From an optimization exercise on the open Yosys and OpenROAD flow, aimed at small area, a short achievable clock period and few clock cycles per item; shortcuts taken in it are not production practice. Only simulation tests tie the RTL to the original design; equivalence was not proved. No activity file was given, so power comes from the tool's default toggle rates.

## 02-28
==> flow/design.v (excerpt) <==
module vcsk_core (
    input  wire        clk,
    input  wire        rst,
    input  wire        cmd_valid,
    output wire        cmd_ready,
    input  wire [31:0] cmd_data,
    output reg         rsp_valid,
    output reg  [31:0] rsp_data,
    output reg         rsp_err
);
Size: roughly 1,400 flip-flops, roughly 70 I/O pins, about 72,000 um2 of cells after synthesis.
export LEC_CHECK = 0
export CAP_MARGIN = 20
export CORE_MARGIN = 2
export CORE_UTILIZATION = 50
export CTS_BUF_LIST = sky130_fd_sc_hd__clkbuf_16
export CTS_CLUSTER_DIAMETER = 80
export CTS_CLUSTER_SIZE = 24
export SLEW_MARGIN = 20
create_clock -name core_clock -period 44.0 [get_ports {clk}]
standard.sh (not shown) runs the stock make flow with config.mk's settings and CLKGATE_MAP_FILE= SYNTH_SCRIPT=/design/flow/synth_recipe.tcl, a recipe that flattens the netlist after the stock synthesis.
==> flow/flow/run.sh <==
#!/bin/bash
# The standard layout, with the port buffers that buffer_ports inserts made
# sky130_fd_sc_hd__buf_2 cells instead of its default choice.
set -euo pipefail
export BUFFER_PORTS_ARGS="-buffer_cell sky130_fd_sc_hd__buf_2"
bash standard.sh finish > standard.log 2>&1
Testbench counts of 02-28, summed over its fixed seeds: cycles 12,288, items 12,256.
Relative to 02-28, the following input files were edited for 06-02:
Settings: swapping 20 for 5 in SLEW_MARGIN; swapping 20 for 5 in CAP_MARGIN.
==> comparison <==
- Both conditions hold for 06-02: the flow ran to the end and the final layout passed the timing, design-rule and antenna checks.
- Non-clock buffer count in the final layout, 06-02 vs 02-28: down by a few percent
- Hold slack: 02-28 vs 06-02 — no meaningful difference
- Measured against each other, 02-28 and 06-02 differ in actual transition at the worst max-transition pin, the lower figure coming from 02-28.
- Comparing 06-02 with 02-28, the aggregate routed wire length came out essentially unchanged.
- Between 02-28 and 06-02, the final routed wire length divided by cell count figures differ only marginally.
- Between 02-28 and 06-02, the difference in half-perimeter wire length after placement is negligible.
- Detailed route, 06-02 vs 02-28: via total higher for 06-02
- 06-02 against 02-28: clock latency on the worst-skew pair now sits at about the same level, wire length of the first global-routing pass now sits at about the same level.
- Taking 02-28 as the reference point, the worst setup slack of 06-02 rises by 0.0037 ns.

vcsk_core again, from the RTL that the note above started with.
export LEC_CHECK = 0
export CAP_MARGIN = 5
export CORE_MARGIN = 2
export CORE_UTILIZATION = 50
export CTS_BUF_LIST = sky130_fd_sc_hd__clkbuf_16
export CTS_CLUSTER_DIAMETER = 80
export CTS_CLUSTER_SIZE = 24
export SLEW_MARGIN = 5
create_clock -name core_clock -period 44.0 [get_ports {clk}]
==> flow/flow/run.sh <==
#!/bin/bash
# The standard layout, with two changes to how it is made:
# - the port buffers that buffer_ports inserts are sky130_fd_sc_hd__buf_2;
# - clock tree synthesis inserts no dummy loads.
set -euo pipefail
export BUFFER_PORTS_ARGS="-buffer_cell sky130_fd_sc_hd__buf_2"
export CTS_ARGS="-sink_clustering_enable -repair_clock_nets -sink_clustering_size 24 -sink_clustering_max_diameter 80 -buf_list sky130_fd_sc_hd__clkbuf_16 -dont_use_dummy_load"
bash standard.sh finish > standard.log 2>&1
Testbench counts at the start, summed over its fixed seeds: cycles 12,288, items 12,256.
Edit:
- GPL_TIMING_DRIVEN: default -> 0
=> The new run passed the timing, design-rule and antenna checks; routed wire length climbs by a little under a tenth; clock power came out lower slightly; utilization increases by 0.71 points; sequential power hardly moves; worst setup slack is worse by 0.021 ns.
Edit:
- CAP_MARGIN: 5 -> 20
- GPL_TIMING_DRIVEN: 0 -> default
- SLEW_MARGIN: 5 -> 20
After rerunning: Total power hardly moves. Clock-buffer cell count grows by 4. Synthesized cell count stays the same. Hold slack is better by 0.0076 ns.
Edit:
==> flow/flow/run.sh (replaced) <==
#!/bin/bash
# The standard layout, with the port buffers that buffer_ports inserts made
# sky130_fd_sc_hd__buf_2 cells instead of its default choice.
set -euo pipefail
export BUFFER_PORTS_ARGS="-buffer_cell sky130_fd_sc_hd__buf_2"
bash standard.sh finish > standard.log 2>&1
- CORE_UTILIZATION: 50 -> 40
After rerunning:
- The new run produced a clean layout
- critical path depth is unchanged
- hold slack improves by 0.0058 ns
- maximum frequency stays flat
- power grows by 6.4%
- synthesized area is unchanged
- non-clock buffer count goes up by 6
Edit:
- CORE_UTILIZATION: 40 -> 50
- CTS_BUF_LIST: sky130_fd_sc_hd__clkbuf_16 -> sky130_fd_sc_hd__clkbuf_8 sky130_fd_sc_hd__clkbuf_16
- CTS_CLUSTER_DIAMETER: 80 -> 60
- CTS_CLUSTER_SIZE: 24 -> 20
Power grows by 10%.
Synthesized cell count is unchanged.
Wire length went up by 2.0%.
Worst setup slack loses 0.069 ns.
Final area went up by 1.0%.
Global-route usage came out higher by 6.3 points.
Count of clock-buffer cells in the layout rises by 54.
Sequential cell count does not change.
Combinational power goes up by about 6%.
Clock power grows by 28%.
Edit:
- CORE_UTILIZATION: 50 -> 58
- CTS_BUF_LIST: sky130_fd_sc_hd__clkbuf_8 sky130_fd_sc_hd__clkbuf_16 -> sky130_fd_sc_hd__clkbuf_16
- CTS_CLUSTER_DIAMETER: 60 -> 80
- CTS_CLUSTER_SIZE: 20 -> 24
After rerunning: The new run completed with no timing, DRC or antenna violations. Sequential cell count does not change. Final cell count came out lower by 4.6%. Hold slack gets better by 0.017 ns. Area after synthesis stays the same. Synthesized cell count stays the same.

==> static timing again, ports no longer ideal <==
How much do the figures lean on ideal ports? The routed layouts below were timed once more, with nothing changed but the port constraints.
Step 1, drivers: a clkbuf_16 drives clk and a buf_2 each remaining input, both assumed.
Step 2 also shifts input and output timing later by t, the mid clock arrival at the registers, as if the neighbouring blocks saw the same clock.
Three values: ideal ports, drivers, drivers and shift; two values: the first two.
run	t (ns)	setup slack, ns	worst hold slack (ns)
02-28	0.802	34.002 / 33.919 / 34.655	0.332 / 0.332 / 0.332
06-02	0.802	34.006 / 33.921 / 34.705	0.332 / 0.332 / 0.332
the first run of note 2	0.784	34.010 / 33.926 / 34.704	0.332 / 0.332 / 0.332
the second run of note 2	0.786	33.990 / 33.910 / 34.648	0.327 / 0.327 / 0.327
the third run of note 2	0.782	34.001 / 33.916 / 34.692	0.335 / 0.335 / 0.335
the fourth run of note 2	0.837	33.978 / 33.890 / 34.727	0.340 / 0.340 / 0.340
the fifth run of note 2	0.867	33.909 / 33.827 / 34.642	0.328 / 0.328 / 0.328
the sixth run of note 2	0.780	33.725 / 33.644 / 34.424	0.345 / 0.345 / 0.345
After both steps setup and hold are still met in every run listed.
